Context: an optimization exercise on an open-source flow, tuned for small area, a short achievable clock period and few clock cycles. The choices shown serve that exercise and are no tape-out recipe. Only simulation tests tie the RTL to the original design; equivalence was not proved. Power figures rest on the tool's default switching activity, not on a simulated workload.

Setup of try-sierra:
## rtp_sr_sender
module rtp_sr_sender (
    input  wire        clk,
    input  wire        rst,
    input  wire        ev_valid,
    output wire        ev_ready,
    input  wire [1:0]  ev_kind,       
    input  wire        ev_ack,        
    input  wire [31:0] ev_seq,        
    input  wire [31:0] cfg_total,     
    input  wire [4:0]  cfg_window,    
    input  wire [31:0] cfg_rto,       
    input  wire [31:0] cfg_poll,      
    output wire        tx_valid,
    input  wire        tx_ready,
    output wire [31:0] tx_seq,
    output wire        running,
    output wire [31:0] base
);
Size: ~210 I/O pins, about 0.044 mm2 of cells after synthesis.
export LEC_CHECK = 0
export ABC_AREA = 1
export CAP_MARGIN = 20
export CORE_MARGIN = 2
export CORE_UTILIZATION = 65
export PLACE_DENSITY = 0.8
export SETUP_SLACK_MARGIN = 5
export SLEW_MARGIN = 20
export TNS_END_PERCENT = 10
create_clock -name core_clock -period 10.0 [get_ports {clk}]
run.sh (not shown) runs the stock make flow with config.mk's settings and CLKGATE_MAP_FILE= SYNTH_SCRIPT=/design/flow/synth_recipe.tcl, a recipe that flattens the netlist after the stock synthesis.
try-sierra never completed, since it errored out during 5_1_grt.
Testbench counts of try-sierra, summed over its fixed seeds: cycles 12,213.
Relative to try-sierra, the following input files were edited for try-willow:
- changing PLACE_DENSITY from 0.8 to 0.74
- changing CORE_UTILIZATION from 65 to 60
Results
try-willow reached the final stage; the timing, DRC and antenna checks on its layout passed.
Reported for try-sierra and try-willow, number of enable flip-flop cells after synthesis turned out identical to the last digit.
Number of cells upsized or downsized after cts, try-willow vs try-sierra: up by more than 100%
From try-willow to try-sierra, cell area after synthesis did not move at all.
### try-willow -> try-zinc
- a change of CORE_UTILIZATION from 60 to 40
- a change of PLACE_DENSITY from 0.74 to 0.6
- a deleted TNS_END_PERCENT that had been 10
Findings:
- try-zinc completed end to end with timing, DRC and antenna clean.
- Compared to try-willow, try-zinc has initial cell density of the core 21 points lower.
- try-zinc against try-willow: total buffers and inverters traversed by the critical path shrank by 2, peak supply drop has decreased.
Relative to try-zinc, the following input files were edited for try-amber:
- setting TNS_END_PERCENT to 0 for the first time
- changing PLACE_DENSITY from 0.6 to 0.74
- changing CORE_UTILIZATION from 40 to 60
[summary]
- Fraction of the core area covered by cells at the end of the flow: try-amber vs try-zinc up 20 points
- Number of signal-net buffers in the layout: try-amber < try-zinc
- Total power: try-amber below try-zinc
- Having completed the whole flow, try-amber delivered a layout that passed the timing, DRC and antenna checks.
- Number of diodes added for antenna fixing came out higher on try-amber than on try-zinc.
- NOTE: worst setup slack in try-amber exceeds that of try-zinc

* * *

Starting RTL as in the previous note.
make LEC_CHECK=0 ABC_AREA=1 CAP_MARGIN=20 CORE_MARGIN=2 CORE_UTILIZATION=60 PLACE_DENSITY=0.74 SETUP_SLACK_MARGIN=5 SLEW_MARGIN=20 TNS_END_PERCENT=5 finish   # period 10.0 ns
The baseline finished with timing, DRC and antenna clean.
Testbench counts at the start, summed over its fixed seeds: cycles 12,213.
Change:
--- a/flow/config.mk
+++ b/flow/config.mk
@@ -11,2 +11,2 @@
-export CORE_UTILIZATION = 60
-export PLACE_DENSITY = 0.74
+export CORE_UTILIZATION = 55
+export PLACE_DENSITY = 0.7
@@ -15 +15 @@
-export TNS_END_PERCENT = 5
+export TNS_END_PERCENT = 10
Result:
- first-iteration DRC count falls by about 23%
- register-to-register slack stays flat
- power went up by 2.9%
- sequential power stays flat
- core utilization came out lower by 6.2 points
- via count shrinks by about 5%
Change:
--- a/flow/config.mk
+++ b/flow/config.mk
@@ -11,3 +11,3 @@
-export CORE_UTILIZATION = 55
-export PLACE_DENSITY = 0.7
-export SETUP_SLACK_MARGIN = 5
+export CORE_UTILIZATION = 40
+export PLACE_DENSITY = 0.6
+export SETUP_SLACK_MARGIN = 4.5
Outcome: The changed run went through all stages and came out clean; routed wire length rises by a few percent; clock power rises by a few percent; fmax decreases by a few percent; area after synthesis does not change; global-route usage goes down by 9.3 points; worst setup slack is worse by 0.11 ns; non-clock buffer count drops by 30; count of clock-buffer cells in the layout falls by 7; design area is about the same.

## port drivers added, routing unchanged
Ports are ideal in the flow. The routed layouts listed here were re-timed in OpenROAD.
Step 1, drivers: a clkbuf_16 drives clk and a buf_2 each remaining input, both assumed.
Step 2 also shifts input and output timing later by t, the mid clock arrival at the registers, as if the neighbouring blocks saw the same clock.
Slacks: ideal / step 1 / step 2; pairs: ideal / step 1.
run	t, ns	slack for setup (ns)	worst setup path after step 2	worst data-port slew with drivers (ns)
try-willow	0.706	4.647 / 4.624 / 4.042	input to register	0.11
try-zinc	0.730	4.443 / 4.443 / 4.264	input to register	0.08
try-amber	0.712	4.605 / 4.583 / 3.929	input to register	0.10
the first run of note 2	0.706	4.622 / 4.560 / 4.113	input to register	0.11
the second run of note 2	0.710	4.614 / 4.543 / 4.071	input to register	0.09
the third run of note 2	0.733	4.502 / 4.465 / 3.853	input to register	0.10
After both steps setup and hold are still met in every run listed. For try-amber, which loses most, drivers alone change the setup slack by -0.022 ns; drivers and shift together by -0.676 ns.
